Source: an optimization exercise on an open RTL-to-GDS flow (aim: small area, a short achievable clock period and few clock cycles). Production flows keep margins and buffers that such runs may drop. RTL that was checked went through simulation tests only; none was proved equivalent to the original. Power and IR drop assume default switching activity.

Setup of cedar:
==> flow/design.v (excerpt) <==
module tia_render (
    input  wire        clk,
    input  wire        rst,
    input  wire        cmd_valid,
    output wire        cmd_ready,
    input  wire [2:0]  cmd_op,
    input  wire [5:0]  cmd_addr,
    input  wire [7:0]  cmd_data,
    input  wire [8:0]  cmd_x,       
    input  wire [8:0]  cmd_y,       
    output reg         pix_valid,
    output reg  [8:0]  pix_y,
    output reg  [7:0]  pix_x,
    output reg  [6:0]  pix_color,
    output reg         rd_valid,
    output wire [14:0] rd_data
);
Size in the first run: roughly 1,900 cells after synthesis, roughly 290 flip-flops, roughly 80 I/O pins, ~0.016 mm² of cells after synthesis.
clock: 8.0 ns
lec_check: 0
abc_area: 1
cap_margin: 20
core_margin: 2
core_utilization: 40
setup_slack_margin: 5
slew_margin: 20
run.sh (not shown) runs the stock make flow with config.mk's settings and CLKGATE_MAP_FILE= SYNTH_SCRIPT=/design/flow/synth_recipe.tcl, a recipe that flattens the netlist after the stock synthesis.
Testbench counts of cedar, summed over its fixed seeds: cycles 172,451.
Input-level comparison between oak and cedar:
--- a/flow/design.v
+++ b/flow/design.v
@@ -5,23 +5,23 @@
     output wire        cmd_ready,
     input  wire [2:0]  cmd_op,
     input  wire [5:0]  cmd_addr,
     input  wire [7:0]  cmd_data,
     input  wire [8:0]  cmd_x,       
     input  wire [8:0]  cmd_y,       
     output reg         pix_valid,
     output reg  [8:0]  pix_y,
     output reg  [7:0]  pix_x,
     output reg  [6:0]  pix_color,
     output reg         rd_valid,
-    output wire [14:0] rd_data
+    output reg  [14:0] rd_data
 );
     localparam K_PW = 2'd0;    
     localparam K_R  = 2'd1;    
     localparam K_J  = 2'd2;    
     localparam S_W   = 2'd0;
     localparam S_RD  = 2'd1;
     localparam S_CLR = 2'd2;
     localparam R_VBLANK = 5'd0,  R_NUSIZ0 = 5'd1,  R_NUSIZ1 = 5'd2,  R_COLUP0 = 5'd3;
     localparam R_COLUP1 = 5'd4,  R_COLUPF = 5'd5,  R_COLUBK = 5'd6,  R_CTRLPF = 5'd7;
     localparam R_REFP0  = 5'd8,  R_REFP1  = 5'd9,  R_PF0    = 5'd10, R_PF1    = 5'd11;
     localparam R_PF2    = 5'd12, R_GRP0   = 5'd13, R_GRP1   = 5'd14, R_ENAM0  = 5'd15;
@@ -383,27 +383,27 @@
             else if (s2_bl) comp = colupf;
             else if (s2_pf) comp = c_pf;
             else            comp = colubk;
         end else begin
             if (s2_bl)      comp = colupf;
             else if (s2_pf) comp = c_pf;
             else if (a0)    comp = colup0;
             else if (a1)    comp = colup1;
             else            comp = colubk;
         end
     end
-    assign rd_data = cx;
     always @(posedge clk) begin
         if (rst) begin
             pix_valid <= 1'b0;
             rd_valid  <= 1'b0;
             cx        <= 15'd0;
         end else begin
             pix_valid <= s2_pe;
             rd_valid  <= s2_rd;
             cx        <= s2_clr ? 15'd0 : (cx | hits);
         end
         pix_y     <= s2_row;
         pix_x     <= s2_col;
         pix_color <= comp;
+        rd_data   <= cx | hits;
     end
 endmodule
--- outcome ---
Summary — peak fanout along the critical path, oak relative to cedar: higher, by 4.
Going from cedar to oak, the final worst-path cycle share was found to have gone up by 0.39 points.
Across both runs, cell count after placement was lower for oak than for cedar.
Looking at non-clock inverter instance count of the final layout, oak sits 20 lower than cedar does.
The layout-stage area growth over the synthesis result of oak is higher than that of cedar.
Number of multi-input combinational cells in the layout is higher on cedar
Diff cedar -> oak: synthesized cell count went down 2.6%; non-clock buffer share of cell area has increased.
oak has least setup slack across all paths after layout below what cedar had.
Of the two candidates, cedar has the better design area and oak the worse one.
Diff cedar and oak: die extent in y lower in cedar
Non-filler instance count after layout for oak is lower than for cedar.
Testbench counts of oak, summed over its fixed seeds: cycles 172,451.

========
job 1010:
Another version of the RTL of tia_render (not shown whole).
Size in the first run: ~1900 cells after synthesis, ~16000 um2 of cells after synthesis.
==> flow/design.v (excerpt) <==
module tia_render (
    input  wire        clk,
    input  wire        rst,
    input  wire        cmd_valid,
    output wire        cmd_ready,
    input  wire [2:0]  cmd_op,
    input  wire [5:0]  cmd_addr,
    input  wire [7:0]  cmd_data,
    input  wire [8:0]  cmd_x,       
    input  wire [8:0]  cmd_y,       
    output reg         pix_valid,
    output reg  [8:0]  pix_y,
    output reg  [7:0]  pix_x,
    output reg  [6:0]  pix_color,
    output reg         rd_valid,
    output wire [14:0] rd_data
);
export LEC_CHECK = 0
export ABC_AREA = 1
export CAP_MARGIN = 20
export CORE_MARGIN = 2
export CORE_UTILIZATION = 40
export CTS_BUF_LIST = sky130_fd_sc_hd__clkbuf_8
export CTS_CLUSTER_DIAMETER = 50
export CTS_CLUSTER_SIZE = 12
export SETUP_SLACK_MARGIN = 5
export SLEW_MARGIN = 20
create_clock -name core_clock -period 8.0 [get_ports {clk}]
Job 1010 finished every step from synthesis to the final layout, and the layout passed the timing, DRC and antenna checks.
Testbench counts of job 1010, summed over its fixed seeds: cycles 172,451.
Modified inputs, job 9181 compared to job 1010
--- a/flow/design.v
+++ b/flow/design.v
@@ -23,14 +23,33 @@
     localparam R_REFP0  = 5'd8,  R_REFP1  = 5'd9,  R_PF0    = 5'd10, R_PF1    = 5'd11;
     localparam R_PF2    = 5'd12, R_GRP0   = 5'd13, R_GRP1   = 5'd14, R_ENAM0  = 5'd15;
     localparam R_ENAM1  = 5'd16, R_ENABL  = 5'd17, R_VDELP0 = 5'd18, R_VDELP1 = 5'd19;
     localparam R_VDELBL = 5'd20, R_RESMP0 = 5'd21, R_RESMP1 = 5'd22;
     localparam R_POS    = 5'd24;  
     localparam R_RD     = 5'd30;  
     localparam R_CLR    = 5'd31;  
+    function gt18;
+        input [17:0] a;
+        input [17:0] b;
+        reg   [17:0] g, e;
+        integer      w, i;
+        begin
+            for (i = 0; i < 18; i = i + 1) begin
+                g[i] = a[i] & ~b[i];
+                e[i] = ~(a[i] ^ b[i]);
+            end
+            for (w = 1; w < 18; w = w * 2)
+                for (i = 17; i >= w; i = i - 1)
+                    if (((17 - i) % (2 * w)) == 0) begin
+                        g[i] = g[i] | (e[i] & g[i-w]);
+                        e[i] = e[i] & e[i-w];
+                    end
+            gt18 = g[17];
+        end
+    endfunction
     reg       in_ok;
     reg [1:0] in_k;
     reg [9:0] in_a;
     reg [7:0] in_b;
     reg [4:0] in_idx;
     reg       in_reg;
     wire       in_xle0 = cmd_x[8] || (cmd_x[7:0] == 8'd0);
@@ -134,16 +153,15 @@
     reg [6:0] colup0, colup1, colupf, colubk;
     reg       ctrl_score, ctrl_prio;
     reg [14:0] cx;
     wire [9:0] ei_row = (e_col == 8'd159) ? e_row + 10'd1 : e_row;
     wire [7:0] ei_col = (e_col == 8'd159) ? 8'd0 : e_col + 8'd1;
     wire [9:0] bm_row = ir_a;
     wire [7:0] bm_col = ir_b;
-    wire bm_gt = ($signed(bm_row) > $signed(p_row)) ||
-                 (bm_row == p_row && bm_col > p_col);
+    wire bm_gt = gt18({~bm_row[9], bm_row[8:0], bm_col}, {~p_row[9], p_row[8:0], p_col});
     wire ir_R = ir_valid && (ir_k == K_R);
     wire ir_J = ir_valid && (ir_k == K_J);
     wire ir_P = ir_valid && (ir_k == K_PW);
     wire pw_col   = (pw_idx >= R_COLUP0) && (pw_idx <= R_CTRLPF);
     wire ir_col   = (ir_a[4:0] >= R_COLUP0) && (ir_a[4:0] <= R_CTRLPF);
     wire pw_free  = !pw_valid || pw_ph2 || (last && !pw_col);
     wire load     = ir_R && bm_gt && last;
@@ -244,16 +262,44 @@
         if (rst || (w2 && pw_idx == R_COLUBK)) colubk <= wd[7:1];
         if (rst || (w2 && pw_idx == R_CTRLPF)) begin ctrl_score <= wd[1]; ctrl_prio <= wd[2]; end
     end
     function [8:0] dsub;
         input [7:0] c;
         input [7:0] p;
         input       m;
+        reg   [7:0] g, t, gg, tt;
+        integer     i;
         begin
-            dsub = {1'b0, c} - {1'b0, p} - {8'd0, m};
+            for (i = 0; i < 8; i = i + 1) begin
+                g[i] = c[i] & ~p[i];
+                t[i] = ~(c[i] ^ p[i]);
+            end
+            g[0] = g[0] | (t[0] & !m);
+            gg = g;
+            tt = t;
+            for (i = 1; i < 8; i = i + 2) begin
+                gg[i] = g[i] | (t[i] & g[i-1]);
+                tt[i] = t[i] & t[i-1];
+            end
+            g = gg;
+            t = tt;
+            for (i = 2; i < 8; i = i + 4) begin
+                gg[i]   = g[i]   | (t[i]   & g[i-1]);
+                tt[i]   = t[i]   & t[i-1];
+                gg[i+1] = g[i+1] | (t[i+1] & g[i-1]);
+                tt[i+1] = t[i+1] & t[i-1];
+            end
+            g = gg;
+            t = tt;
+            for (i = 4; i < 8; i = i + 1)
+                gg[i] = g[i] | (t[i] & g[3]);
+            dsub[0] = ~(c[0] ^ p[0]) ^ !m;
+            for (i = 1; i < 8; i = i + 1)
+                dsub[i] = ~(c[i] ^ p[i]) ^ gg[i-1];
+            dsub[8] = !gg[7];
         end
     endfunction
     function blk;
         input [5:0] h;
         input [4:0] b;
         begin
             blk = (h == {1'b0, b}) || (h == {1'b0, b} + 6'd44);
## What came out
- Per the comparison of job 9181 with job 1010, average detailed-routed wire length per instance saw a decrease, area growth from synthesis to final layout saw an increase, combinational cell power saw a decrease.
- From job 1010 to job 9181 the numbers moved as follows: synthesized instance count -about 8%, final area has decreased.
- Job 9181 — share of the core filled with cells in the final layout 1.2 points higher, job 1010 as reference
- Job 9181 ends up with lower total wirelength of the detailed-routed design than job 1010 does.
- Compared with job 1010, job 9181 shows a data required time of the critical path that is 200 ps higher.
- Comparing global-route usage for job 1010 and job 9181, the bigger number came from job 1010.
- Total power: job 9181 below job 1010
- Looking at area after synthesis, job 9181 sits below job 1010.
- Going from job 1010 to job 9181, flip-flop and latch count held, arrival time at the worst endpoint has increased.
Testbench counts of job 9181, summed over its fixed seeds: cycles 172,451.

========
Another version of the RTL of tia_render (not shown whole).
Size: ~1600 cells after synthesis, roughly 290 flip-flops, ~80 I/O pins.
Settings: LEC_CHECK=0, ABC_AREA=1, CAP_MARGIN=20, CORE_MARGIN=2, CORE_UTILIZATION=40, CTS_BUF_LIST=sky130_fd_sc_hd__clkbuf_8, CTS_CLUSTER_DIAMETER=50, CTS_CLUSTER_SIZE=12, SETUP_SLACK_MARGIN=5, SLEW_MARGIN=20; clock period 8.0 ns.
The first run finished with timing, DRC and antenna clean.
Change:
--- a/flow/design.v
+++ b/flow/design.v
@@ -241,29 +241,50 @@
         if (rst || (w2 && pw_idx == R_COLUP0)) colup0 <= wd[7:1];
         if (rst || (w2 && pw_idx == R_COLUP1)) colup1 <= wd[7:1];
         if (rst || (w2 && pw_idx == R_COLUPF)) colupf <= wd[7:1];
         if (rst || (w2 && pw_idx == R_COLUBK)) colubk <= wd[7:1];
         if (rst || (w2 && pw_idx == R_CTRLPF)) begin ctrl_score <= wd[1]; ctrl_prio <= wd[2]; end
     end
     function [8:0] dsub;
         input [7:0] c;
         input [7:0] p;
         input       m;
-        reg         cy;
+        reg   [7:0] g, t, gg, tt;
         integer     i;
         begin
-            cy = !m;
             for (i = 0; i < 8; i = i + 1) begin
-                dsub[i] = c[i] ^ ~p[i] ^ cy;
-                cy = (c[i] & ~p[i]) | (c[i] & cy) | (~p[i] & cy);
+                g[i] = c[i] & ~p[i];
+                t[i] = ~(c[i] ^ p[i]);
             end
-            dsub[8] = !cy;
+            g[0] = g[0] | (t[0] & !m);
+            gg = g;
+            tt = t;
+            for (i = 1; i < 8; i = i + 2) begin
+                gg[i] = g[i] | (t[i] & g[i-1]);
+                tt[i] = t[i] & t[i-1];
+            end
+            g = gg;
+            t = tt;
+            for (i = 2; i < 8; i = i + 4) begin
+                gg[i]   = g[i]   | (t[i]   & g[i-1]);
+                tt[i]   = t[i]   & t[i-1];
+                gg[i+1] = g[i+1] | (t[i+1] & g[i-1]);
+                tt[i+1] = t[i+1] & t[i-1];
+            end
+            g = gg;
+            t = tt;
+            for (i = 4; i < 8; i = i + 1)
+                gg[i] = g[i] | (t[i] & g[3]);
+            dsub[0] = ~(c[0] ^ p[0]) ^ !m;
+            for (i = 1; i < 8; i = i + 1)
+                dsub[i] = ~(c[i] ^ p[i]) ^ gg[i-1];
+            dsub[8] = !gg[7];
         end
     endfunction
     function blk;
         input [5:0] h;
         input [4:0] b;
         begin
             blk = (h == {1'b0, b}) || (h == {1'b0, b} + 6'd44);
         end
     endfunction
     function copy_blk;
Power grows slightly.
Critical path depth shrinks by 2.
Final cell count grows by a little under a tenth.
Synthesized area grows by a few percent.
Routed wire length grows by a few percent.
Worst setup slack improved by 1.2 ns.
Maximum frequency grows by well over a third.
Utilization shrinks by 0.46 points.
Sequential cell count is unchanged.
Function was not checked in any run of this note: the RTL went through the layout flow alone.

==> static timing again, ports no longer ideal <==
The flow's constraints put no driver on any port. The routed layouts listed below were extracted and timed again, unchanged, in two steps.
Step 1: set_driving_cell puts a clkbuf_16 on clk and a buf_2 on each other input, an assumption about the parent block.
Step 2 times the ports against the registers' clock, not the clock port: input delays grow and output delays shrink by t, the midpoint of the rising clock arrivals with the driver on.
a / b / c = ideal / step 1 / step 2; a / b = the first two.
run	t, ns	setup WS [ns]	hold slack, ns	worst setup path after step 2	worst register clock-pin slew, ns
cedar	0.564	5.035 / 4.987 / 4.510	0.325 / 0.325 / 0.325	input to register	0.06 / 0.06
oak	0.583	5.004 / 4.979 / 4.452	0.325 / 0.325 / 0.325	input to register	0.06 / 0.06
job 1010	0.601	5.130 / 5.141 / 4.552	0.321 / 0.321 / 0.321	input to register	0.08 / 0.08
job 9181	0.597	5.035 / 5.035 / 4.529	0.325 / 0.325 / 0.325	input to register	0.09 / 0.09
the first run of note 3	0.604	3.873 / 3.873 / 3.873	0.329 / 0.329 / 0.329	register to register	0.08 / 0.08
the second run of note 3	0.601	5.053 / 5.053 / 4.481	0.318 / 0.318 / 0.318	input to register	0.09 / 0.09
After both steps setup and hold are still met in every run listed. The setup slack of job 1010, which loses most, moves by +0.011 ns with the drivers and by -0.578 ns with both steps.
